Source: an optimization exercise on an open RTL-to-GDS flow (aim: small area, a short achievable clock period and few clock cycles). Production flows keep margins and buffers that such runs may drop. Only simulation tests tie the RTL to the original design; equivalence was not proved. No activity file was given, so power comes from the tool's default toggle rates.

==> 04-02: inputs <==
==> flow/design.v <==
module rledec (
    input  wire        clk,
    input  wire        rst,           
    input  wire        reg_we,
    input  wire [7:0]  reg_addr,      
    input  wire [31:0] reg_wdata,
    output reg  [31:0] reg_rdata,
    output wire        irq,
    output wire        src_req,
    output wire [11:0] src_addr,
    input  wire        src_ack,
    input  wire [7:0]  src_rdata,
    output wire        fb_req,
    output wire [11:0] fb_addr,
    output wire [7:0]  fb_wdata,
    input  wire        fb_ack
);
    localparam [3:0] OP_NOP = 4'h0, OP_RLE4 = 4'h1, OP_RLE5 = 4'h2, OP_NIBBLE = 4'h3,
                     OP_RAW = 4'h4, OP_CLEAR = 4'h5, OP_ABORT = 4'h6;
    localparam [2:0] M_NONE = 3'd0, M_RLE4 = 3'd1, M_RLE5 = 3'd2, M_NIBBLE = 3'd3,
                     M_RAW = 3'd4, M_CLEAR = 3'd5;
    localparam [2:0] C_NONE = 3'd0, C_MAXPIX = 3'd1, C_DATALEN = 3'd2, C_INPUT_END = 3'd3,
                     C_ABORTED = 3'd4, C_DST_RANGE = 3'd5, C_CLEARED = 3'd6;
    localparam [2:0] E_BAD_CMD = 3'd1, E_BUSY_CMD = 3'd2, E_BAD_CFG = 3'd3, E_DST_RANGE = 3'd4;
    localparam [2:0] R_REPEAT = 3'd0, R_REP_COLOR = 3'd1, R_MULTI = 3'd2, R_RUN = 3'd3,
                     R_RUN_DATA = 3'd4;
    localparam [1:0] J_REP = 2'd0, J_RUN = 2'd1, J_NIB = 2'd2, J_RAW = 2'd3;
    reg        irq_en;
    reg        busy, done, err;
    reg [2:0]  cause, errcode;
    reg [31:0] src_ptr, src_limit, datalen, maxpix, pixcount;
    reg [31:0] dst_base, frame_stride, frame_index, padding, line_width;
    reg [31:0] dst_ptr, linecount;
    reg [12:0] count, repcount;    
    reg [2:0]  stage, record, avail;
    reg [7:0]  acc;
    reg [2:0]  mode;
    reg [7:0]  auxpal [0:31];
    reg        at_max;      
    reg        wact;        
    reg [1:0]  wkind;
    reg [7:0]  wbyte;       
    reg [12:0] wleft;       
    reg [1:0]  mst;         
    reg [4:0]  mpos;        
    wire is_rle4  = (mode == M_RLE4);
    wire is_rle5  = (mode == M_RLE5);
    wire is_rle   = is_rle4 | is_rle5;
    wire is_nib   = (mode == M_NIBBLE);
    wire is_raw   = (mode == M_RAW);
    wire is_clear = (mode == M_CLEAR);
    wire [2:0] bits = is_rle5 ? 3'd5 : 3'd4;
    wire        dst_oob = |dst_ptr[31:12];
    wire        wgo     = wact & (mst == 2'd0);
    wire [31:0] pc1     = pixcount + 32'd1;
    wire        pc1_eq  = (pc1 == maxpix);
    wire        wlast   = (wleft == 13'd1) | pc1_eq;
    wire [12:0] wleft_m1 = wleft - 13'd1;
    wire [4:0]  pidx = (wkind == J_NIB) ? {1'b0, wleft[1] ? wbyte[7:4] : wbyte[3:0]} : wbyte[4:0];
    wire [7:0]  pval = auxpal[pidx];
    assign fb_req   = wgo & (is_clear | ~dst_oob);
    assign fb_addr  = is_clear ? wleft[11:0] : dst_ptr[11:0];
    assign fb_wdata = (wkind == J_RAW) ? wbyte : pval;
    wire wpix  = wgo & ~is_clear & ~dst_oob & fb_ack;     
    wire wdone = wpix & wlast;                            
    wire        pad_nz   = |padding;
    wire [31:0] lc_inc   = linecount + 32'd1;
    wire        line_end = pad_nz & ((lc_inc == line_width) | ~|line_width);
    wire        m_shift = (mst == 2'd1);
    wire        m_base  = (mst == 2'd2);
    wire [31:0] dp_a = m_shift ? {dst_ptr[30:0], 1'b0} : dst_ptr;
    wire [31:0] dp_b = m_shift ? (frame_index[mpos] ? frame_stride : 32'd0)
                     : m_base  ? dst_base
                     : (line_end ? padding : 32'd0);
    wire [31:0] dp_sum = dp_a + dp_b + {31'd0, ~(m_shift | m_base)};
    wire        j_rep = wact & (wkind == J_REP);
    wire        j_run = wact & (wkind == J_RUN);
    wire        rep_z = (repcount == 13'd0);
    wire        cnt_1 = (count == 13'd1);
    wire [12:0] count_m1 = count - 13'd1;
    wire [12:0] rep_m1   = repcount - 13'd1;
    reg  [2:0]  stg_e, rec_e;
    reg  [12:0] cnt_e, rep_e;
    always @(*) begin
        stg_e = stage; rec_e = record; cnt_e = count; rep_e = repcount;
        if (j_rep) begin
            stg_e = 3'd0;
            if (rep_z) rec_e = R_RUN;
            else begin rep_e = rep_m1; rec_e = R_REPEAT; end
        end else if (j_run) begin
            cnt_e = count_m1;
            if (cnt_1) begin rec_e = R_REPEAT; stg_e = 3'd0; end
        end
    end
    wire at_e = wact ? pc1_eq : at_max;
    wire fe_mode  = busy & (is_rle | is_nib | is_raw);
    wire dl_z     = ~|datalen;
    wire src_ok   = ~|src_ptr[31:13] & (src_ptr[12:0] < src_limit[12:0]);
    wire have_acc = is_rle & (avail >= bits);
    wire need_byte = ~have_acc;
    wire dl_stop  = dl_z & ~is_nib;
    wire proceed  = ~at_e & ~dl_stop & (have_acc | src_ok);
    wire fe_free  = ~wact | wdone;
    assign src_req  = fe_mode & proceed & need_byte;
    assign src_addr = src_ptr[11:0];
    wire fe_fire = fe_mode & fe_free & proceed & (have_acc | src_ack);
    wire fe_halt = fe_mode & fe_free & ~proceed & (mst == 2'd0);
    wire [2:0] fe_cause = at_e ? C_MAXPIX : dl_stop ? C_DATALEN : C_INPUT_END;
    wire [4:0] acc_sym  = is_rle5 ? acc[7:3] : {1'b0, acc[7:4]};
    wire [2:0] need     = bits - avail;
    wire [4:0] top_hi   = (avail == 3'd0) ? 5'd0 : (acc >> (4'd8 - avail));
    wire [4:0] byte_sym = (top_hi << need) | (src_rdata >> (4'd8 - need));
    wire [4:0] sym      = have_acc ? acc_sym : byte_sym;
    wire [7:0] acc_n    = have_acc ? (acc << bits) : (src_rdata << need);
    reg [12:0] cs_count;
    reg [2:0]  cs_stage;
    always @(*) begin
        cs_count = cnt_e;
        cs_stage = stg_e;
        case (stg_e)
            3'd0: if (sym == 5'd0) cs_stage = 3'd1;
                  else begin cs_count = {8'd0, sym}; cs_stage = 3'd6; end
            3'd1: begin cs_count = {8'd0, sym}; cs_stage = 3'd2; end
            3'd2: begin
                cs_count = {count[8:0], 4'd0} | {8'd0, sym};
                cs_stage = (cs_count == 13'd0) ? 3'd3 : 3'd6;
            end
            3'd3, 3'd4: begin cs_count = {count[8:0], 4'd0} | {8'd0, sym}; cs_stage = stg_e + 3'd1; end
            3'd5: begin cs_count = {count[8:0], 4'd0} | {8'd0, sym}; cs_stage = 3'd6; end
            default: ;
        endcase
    end
    reg [4:0] lead;
    integer i;
    always @(*) begin
        lead = 5'd0;
        for (i = 1; i < 32; i = i + 1)
            if (frame_index[i]) lead = i - 1;
    end
    wire idx_hi = |frame_index[31:1];
    always @(*) begin
        reg_rdata = 32'd0;
        if (reg_addr[7]) begin
            reg_rdata = {24'd0, auxpal[reg_addr[6:2]]};
        end else begin
            case (reg_addr[6:2])
                5'h01: reg_rdata = {31'd0, irq_en};
                5'h02: reg_rdata = {20'd0, 1'b0, errcode, 1'b0, cause, 1'b0, err, done, busy};
                5'h03: reg_rdata = src_ptr;
                5'h04: reg_rdata = src_limit;
                5'h05: reg_rdata = datalen;
                5'h06: reg_rdata = maxpix;
                5'h07: reg_rdata = pixcount;
                5'h08: reg_rdata = dst_base;
                5'h09: reg_rdata = frame_stride;
                5'h0A: reg_rdata = frame_index;
                5'h0B: reg_rdata = padding;
                5'h0C: reg_rdata = line_width;
                5'h0D: reg_rdata = dst_ptr;
                5'h0E: reg_rdata = linecount;
                5'h0F: reg_rdata = {5'd0, mode, acc, 5'd0, avail, 1'b0, record, 1'b0, stage};
                5'h10: reg_rdata = {19'd0, count};
                5'h11: reg_rdata = {19'd0, repcount};
                default: reg_rdata = 32'd0;
            endcase
        end
    end
    assign irq = irq_en & (done | err);
    always @(posedge clk) begin
        if (rst) begin
            irq_en <= 1'b0;
            busy <= 1'b0; done <= 1'b0; err <= 1'b0;
            cause <= C_NONE; errcode <= 3'd0;
            src_ptr <= 32'd0; src_limit <= 32'd0; datalen <= 32'd0; maxpix <= 32'd0;
            pixcount <= 32'd0; dst_base <= 32'd0; frame_stride <= 32'd0; frame_index <= 32'd0;
            padding <= 32'd0; line_width <= 32'd0; dst_ptr <= 32'd0; linecount <= 32'd0;
            count <= 13'd0; repcount <= 13'd0;
            stage <= 3'd0; record <= R_REPEAT; avail <= 3'd0; acc <= 8'd0; mode <= M_NONE;
            at_max <= 1'b0; wact <= 1'b0; wkind <= J_REP; wbyte <= 8'd0; wleft <= 13'd0;
            mst <= 2'd0; mpos <= 5'd0;
        end else begin
            if (m_shift) begin
                dst_ptr <= dp_sum;
                mpos <= mpos - 5'd1;
                if (mpos == 5'd0) mst <= 2'd2;
            end else if (m_base) begin
                dst_ptr <= dp_sum;
                mst <= 2'd0;
            end
            if (wgo && is_clear) begin
                if (fb_ack) begin
                    wleft <= wleft_m1;
                    if (wleft[11:0] == 12'd0) begin
                        busy <= 1'b0; done <= 1'b1; cause <= C_CLEARED; wact <= 1'b0;
                    end
                end
            end else if (wgo) begin
                if (dst_oob) begin
                    busy <= 1'b0; done <= 1'b1; cause <= C_DST_RANGE;
                    err <= 1'b1; errcode <= E_DST_RANGE;
                    wact <= 1'b0;
                end else if (fb_ack) begin
                    pixcount <= pc1;
                    at_max   <= pc1_eq;
                    dst_ptr  <= dp_sum;
                    if (line_end) linecount <= 32'd0;
                    else if (pad_nz) linecount <= lc_inc;
                    wleft <= wleft_m1;
                    if (wlast) begin
                        wact <= 1'b0;
                        stage <= stg_e; record <= rec_e; count <= cnt_e; repcount <= rep_e;
                    end
                end
            end
            if (fe_halt) begin
                busy <= 1'b0; done <= 1'b1; cause <= fe_cause;
            end
            if (fe_fire) begin
                if (need_byte) src_ptr <= src_ptr + 32'd1;
                if (is_nib) begin
                    wact <= 1'b1; wkind <= J_NIB; wbyte <= src_rdata; wleft <= 13'd2;
                end else if (is_raw) begin
                    datalen <= datalen - 32'd1;
                    wact <= 1'b1; wkind <= J_RAW; wbyte <= src_rdata; wleft <= 13'd1;
                end else begin
                    datalen <= datalen - 32'd1;
                    acc   <= acc_n;
                    avail <= avail - bits;
                    if (stg_e != 3'd6) begin
                        count <= cs_count;
                        stage <= cs_stage;
                        record <= rec_e;
                        repcount <= rep_e;
                        if (cs_stage == 3'd6) begin
                            case (rec_e)
                                R_REPEAT: begin
                                    if (cs_count == 13'd1) begin
                                        record <= R_RUN; stage <= 3'd0;
                                    end else if (cs_count == 13'd2) begin
                                        record <= R_MULTI; stage <= 3'd0;
                                    end else begin
                                        record <= R_REP_COLOR;
                                    end
                                end
                                R_MULTI: begin
                                    stage <= 3'd0;
                                    if (cs_count == 13'd0) begin
                                        repcount <= 13'd0; record <= R_RUN;
                                    end else begin
                                        repcount <= cs_count - 13'd1; record <= R_REPEAT;
                                    end
                                end
                                R_RUN: begin
                                    if (cs_count == 13'd0) begin
                                        record <= R_REPEAT; stage <= 3'd0;
                                    end else begin
                                        record <= R_RUN_DATA;
                                    end
                                end
                                default: ;
                            endcase
                        end
                    end else if (rec_e == R_REP_COLOR) begin
                        if (count == 13'd0) begin
                            stage <= 3'd0;
                            if (rep_z) record <= R_RUN;
                            else begin repcount <= rep_m1; record <= R_REPEAT; end
                        end else begin
                            wact <= 1'b1; wkind <= J_REP; wbyte <= {3'd0, sym}; wleft <= count;
                        end
                    end else begin  
                        stage <= stg_e; record <= rec_e; count <= cnt_e; repcount <= rep_e;
                        wact <= 1'b1; wkind <= J_RUN; wbyte <= {3'd0, sym}; wleft <= 13'd1;
                    end
                end
            end
            if (reg_we && reg_addr[7]) begin
                if (!busy) auxpal[reg_addr[6:2]] <= reg_wdata[7:0];
            end else if (reg_we && !reg_addr[7]) begin
                case (reg_addr[6:2])
                    5'h00: begin  
                        if (reg_wdata[3:0] >= 4'h7) begin
                            err <= 1'b1; errcode <= E_BAD_CMD;
                        end else if (reg_wdata[3:0] == OP_ABORT) begin
                            if (busy) begin
                                busy <= 1'b0; done <= 1'b1; cause <= C_ABORTED;
                                wact <= 1'b0; mst <= 2'd0;
                            end
                        end else if (reg_wdata[3:0] != OP_NOP) begin
                            if (busy) begin
                                err <= 1'b1; errcode <= E_BUSY_CMD;
                            end else if (reg_wdata[3:0] == OP_CLEAR) begin
                                mode <= M_CLEAR; done <= 1'b0; cause <= C_NONE; busy <= 1'b1;
                                wact <= 1'b1; wkind <= J_RAW; wbyte <= 8'd0; wleft <= 13'h0FFF;
                            end else if (|src_limit[31:13] || (src_limit[12] && |src_limit[11:0])) begin
                                err <= 1'b1; errcode <= E_BAD_CFG;
                            end else begin
                                mode <= reg_wdata[2:0];
                                stage <= 3'd0; record <= R_REPEAT;
                                count <= 13'd0; repcount <= 13'd0;
                                avail <= 3'd0; acc <= 8'd0;
                                linecount <= 32'd0; pixcount <= 32'd0;
                                at_max <= ~|maxpix;
                                done <= 1'b0; cause <= C_NONE; busy <= 1'b1;
                                wact <= 1'b0;
                                if (idx_hi) begin
                                    dst_ptr <= frame_stride; mst <= 2'd1; mpos <= lead;
                                end else if (frame_index[0]) begin
                                    dst_ptr <= frame_stride; mst <= 2'd2;
                                end else begin
                                    dst_ptr <= dst_base; mst <= 2'd0;
                                end
                            end
                        end
                    end
                    5'h01: irq_en <= reg_wdata[0];
                    5'h02: begin  
                        if (reg_wdata[1]) done <= 1'b0;
                        if (reg_wdata[2]) begin err <= 1'b0; errcode <= 3'd0; end
                    end
                    5'h03: if (!busy) src_ptr <= reg_wdata;
                    5'h04: if (!busy) src_limit <= reg_wdata;
                    5'h05: if (!busy) datalen <= reg_wdata;
                    5'h06: if (!busy) maxpix <= reg_wdata;
                    5'h08: if (!busy) dst_base <= reg_wdata;
                    5'h09: if (!busy) frame_stride <= reg_wdata;
                    5'h0A: if (!busy) frame_index <= reg_wdata;
                    5'h0B: if (!busy) padding <= reg_wdata;
                    5'h0C: if (!busy) line_width <= reg_wdata;
                    default: ;
                endcase
            end
        end
    end
endmodule
==> flow/run.sh <==
#!/bin/bash
# synth_recipe.tcl (not shown) runs the flow's synth.tcl, then flattens the netlist and writes it again
# the make line also repeats each setting of config.mk as NAME=value (left out here)
make -C /OpenROAD-flow-scripts/flow DESIGN_CONFIG=/design/flow/config.mk WORK_HOME=/design/flow/orfs CLKGATE_MAP_FILE= SYNTH_SCRIPT=/design/flow/synth_recipe.tcl finish
==> flow/config.mk <==
export PLATFORM = sky130hd
export DESIGN_NAME = rledec
export DESIGN_NICKNAME = rledec
export VERILOG_FILES = /design/flow/design.v
export SDC_FILE = /design/flow/constraint.sdc
export NUM_CORES = 4
export LEC_CHECK = 0
export CAP_MARGIN = 20
export CORE_MARGIN = 2
export CORE_UTILIZATION = 40
export SLEW_MARGIN = 20
==> flow/constraint.sdc <==
create_clock -name core_clock -period 12.0 [get_ports {clk}]
set_input_delay 2.4000 -clock core_clock [delete_from_list [all_inputs] [get_ports {clk}]]
set_output_delay 2.4000 -clock core_clock [all_outputs]
set_load 0.01 [all_outputs]
==> inputs of 06-09, as changes to 04-02 <==
--- a/flow/design.v
+++ b/flow/design.v
@@ -71,7 +71,8 @@
     wire [31:0] dp_a = m_shift ? {dst_ptr[30:0], 1'b0} : dst_ptr;
     wire [31:0] dp_b = m_shift ? (frame_index[mpos] ? frame_stride : 32'd0)
-                     : m_base  ? dst_base
-                     : (line_end ? padding : 32'd0);
-    wire [31:0] dp_sum = dp_a + dp_b + {31'd0, ~(m_shift | m_base)};
+                     : m_base  ? dst_base : padding;
+    wire [31:0] dp_add = dp_a + dp_b + {31'd0, ~(m_shift | m_base)};
+    wire [31:0] dp_inc = dst_ptr + 32'd1;
+    wire [31:0] dp_sum = (line_end | m_shift | m_base) ? dp_add : dp_inc;
     wire        j_rep = wact & (wkind == J_REP);
     wire        j_run = wact & (wkind == J_RUN);
@@ -102,15 +103,24 @@
     wire proceed  = ~at_e & ~dl_stop & (have_acc | src_ok);
     wire fe_free  = ~wact | wdone;
-    assign src_req  = fe_mode & proceed & need_byte;
+    assign src_req  = fe_mode & need_byte;
     assign src_addr = src_ptr[11:0];
     wire fe_fire = fe_mode & fe_free & proceed & (have_acc | src_ack);
     wire fe_halt = fe_mode & fe_free & ~proceed & (mst == 2'd0);
     wire [2:0] fe_cause = at_e ? C_MAXPIX : dl_stop ? C_DATALEN : C_INPUT_END;
-    wire [4:0] acc_sym  = is_rle5 ? acc[7:3] : {1'b0, acc[7:4]};
-    wire [2:0] need     = bits - avail;
-    wire [4:0] top_hi   = (avail == 3'd0) ? 5'd0 : (acc >> (4'd8 - avail));
-    wire [4:0] byte_sym = (top_hi << need) | (src_rdata >> (4'd8 - need));
-    wire [4:0] sym      = have_acc ? acc_sym : byte_sym;
-    wire [7:0] acc_n    = have_acc ? (acc << bits) : (src_rdata << need);
+    wire [7:0] rsh      = have_acc ? 8'd0 : (src_rdata >> avail);
+    wire [4:0] sym      = is_rle5 ? (acc[7:3] | rsh[7:3]) : {1'b0, acc[7:4] | rsh[7:4]};
+    reg  [7:0] acc_n;
+    always @(*) begin
+        if (have_acc) acc_n = is_rle5 ? {acc[2:0], 5'd0} : {acc[3:0], 4'd0};
+        else if (is_rle5)
+            case (avail)
+                3'd0: acc_n = {src_rdata[2:0], 5'd0};
+                3'd1: acc_n = {src_rdata[3:0], 4'd0};
+                3'd2: acc_n = {src_rdata[4:0], 3'd0};
+                3'd3: acc_n = {src_rdata[5:0], 2'd0};
+                default: acc_n = {src_rdata[6:0], 1'd0};
+            endcase
+        else acc_n = {src_rdata[3:0], 4'd0};
+    end
     reg [12:0] cs_count;
     reg [2:0]  cs_stage;
@@ -135,8 +145,7 @@
     always @(*) begin
         lead = 5'd0;
-        for (i = 1; i < 32; i = i + 1)
-            if (frame_index[i]) lead = i - 1;
+        for (i = 0; i < 32; i = i + 1)
+            if (frame_index[i]) lead = i;
     end
-    wire idx_hi = |frame_index[31:1];
     always @(*) begin
         reg_rdata = 32'd0;
@@ -167,4 +176,15 @@
     end
     assign irq = irq_en & (done | err);
+    wire [31:0] wd_m  = reg_wdata & {32{~rst}};
+    wire        cfg_w = reg_we & ~reg_addr[7] & ~busy;
+    always @(posedge clk) begin
+        if (rst | (cfg_w & (reg_addr[6:2] == 5'h04))) src_limit    <= wd_m;
+        if (rst | (cfg_w & (reg_addr[6:2] == 5'h06))) maxpix       <= wd_m;
+        if (rst | (cfg_w & (reg_addr[6:2] == 5'h08))) dst_base     <= wd_m;
+        if (rst | (cfg_w & (reg_addr[6:2] == 5'h09))) frame_stride <= wd_m;
+        if (rst | (cfg_w & (reg_addr[6:2] == 5'h0A))) frame_index  <= wd_m;
+        if (rst | (cfg_w & (reg_addr[6:2] == 5'h0B))) padding      <= wd_m;
+        if (rst | (cfg_w & (reg_addr[6:2] == 5'h0C))) line_width   <= wd_m;
+    end
     always @(posedge clk) begin
         if (rst) begin
@@ -172,7 +192,7 @@
             busy <= 1'b0; done <= 1'b0; err <= 1'b0;
             cause <= C_NONE; errcode <= 3'd0;
-            src_ptr <= 32'd0; src_limit <= 32'd0; datalen <= 32'd0; maxpix <= 32'd0;
-            pixcount <= 32'd0; dst_base <= 32'd0; frame_stride <= 32'd0; frame_index <= 32'd0;
-            padding <= 32'd0; line_width <= 32'd0; dst_ptr <= 32'd0; linecount <= 32'd0;
+            src_ptr <= 32'd0; datalen <= 32'd0;
+            pixcount <= 32'd0;
+            dst_ptr <= 32'd0; linecount <= 32'd0;
             count <= 13'd0; repcount <= 13'd0;
             stage <= 3'd0; record <= R_REPEAT; avail <= 3'd0; acc <= 8'd0; mode <= M_NONE;
@@ -304,11 +324,6 @@
                                 done <= 1'b0; cause <= C_NONE; busy <= 1'b1;
                                 wact <= 1'b0;
-                                if (idx_hi) begin
-                                    dst_ptr <= frame_stride; mst <= 2'd1; mpos <= lead;
-                                end else if (frame_index[0]) begin
-                                    dst_ptr <= frame_stride; mst <= 2'd2;
-                                end else begin
-                                    dst_ptr <= dst_base; mst <= 2'd0;
-                                end
+                                dst_ptr <= 32'd0; mpos <= lead;
+                                mst <= (|frame_index) ? 2'd1 : 2'd2;
                             end
                         end
@@ -320,12 +335,5 @@
                     end
                     5'h03: if (!busy) src_ptr <= reg_wdata;
-                    5'h04: if (!busy) src_limit <= reg_wdata;
                     5'h05: if (!busy) datalen <= reg_wdata;
-                    5'h06: if (!busy) maxpix <= reg_wdata;
-                    5'h08: if (!busy) dst_base <= reg_wdata;
-                    5'h09: if (!busy) frame_stride <= reg_wdata;
-                    5'h0A: if (!busy) frame_index <= reg_wdata;
-                    5'h0B: if (!busy) padding <= reg_wdata;
-                    5'h0C: if (!busy) line_width <= reg_wdata;
                     default: ;
                 endcase
- CTS_BUF_LIST: not set -> sky130_fd_sc_hd__clkbuf_8 sky130_fd_sc_hd__clkbuf_16
- CTS_CLUSTER_DIAMETER: not set -> 60
- CTS_CLUSTER_SIZE: not set -> 14
- SETUP_SLACK_MARGIN: not set -> 5
==> summary of the runs <==
- Against 04-02, the core utilization of 06-09 is higher by 1.7 points.
- Against 06-09, the worst setup slack of 04-02 is worse by 2300 ps.
- Between 04-02 and 06-09, the lower register-to-register slack is in 04-02 (gap 2800 ps).
- In 04-02 the power is lower than in 06-09, by about 5%.
- Against 04-02, the sequential share of layout area of 06-09 is higher by 4.4 points.
- Of 04-02 and 06-09, 06-09 has the higher final area (gap 0.25%, measured against 06-09).
Testbench counts of 04-02, summed over its fixed seeds: cycles 119,605.
Testbench counts of 06-09, summed over its fixed seeds: cycles 119,687.

afterwards: timing with drivers on the ports:
In the flow no input, the clock included, has a driving cell. The finished layouts below were timed again as built, in two steps. Step 1 (the two cells are an assumption about what drives the block):
set clk [get_ports {clk}]
set_driving_cell -lib_cell sky130_fd_sc_hd__clkbuf_16 $clk
set_driving_cell -lib_cell sky130_fd_sc_hd__buf_2 [delete_from_list [all_inputs] $clk]
Step 2, shift: input delay + t, output delay - t, t = (earliest + latest rising clock arrival at the registers) / 2. This alone moves slack from input paths to output paths. Slacks: ideal / step 1 / step 2; pairs: ideal / step 1.
run	shift t [ns]	slack for setup (ns)	worst setup path at the end	latest minus earliest clock arrival (ns)	slew at the worst register clock pin (ns)
04-02	0.754	2.738 / 2.717 / 2.717	input to output	0.044 / 0.043	0.07 / 0.07
06-09	0.762	4.998 / 4.786 / 4.784	input to register	0.043 / 0.042	0.07 / 0.07
After both steps every run listed still meets setup and hold. For 06-09, which loses most, drivers alone change the setup slack by -0.212 ns; drivers and shift together by -0.214 ns.
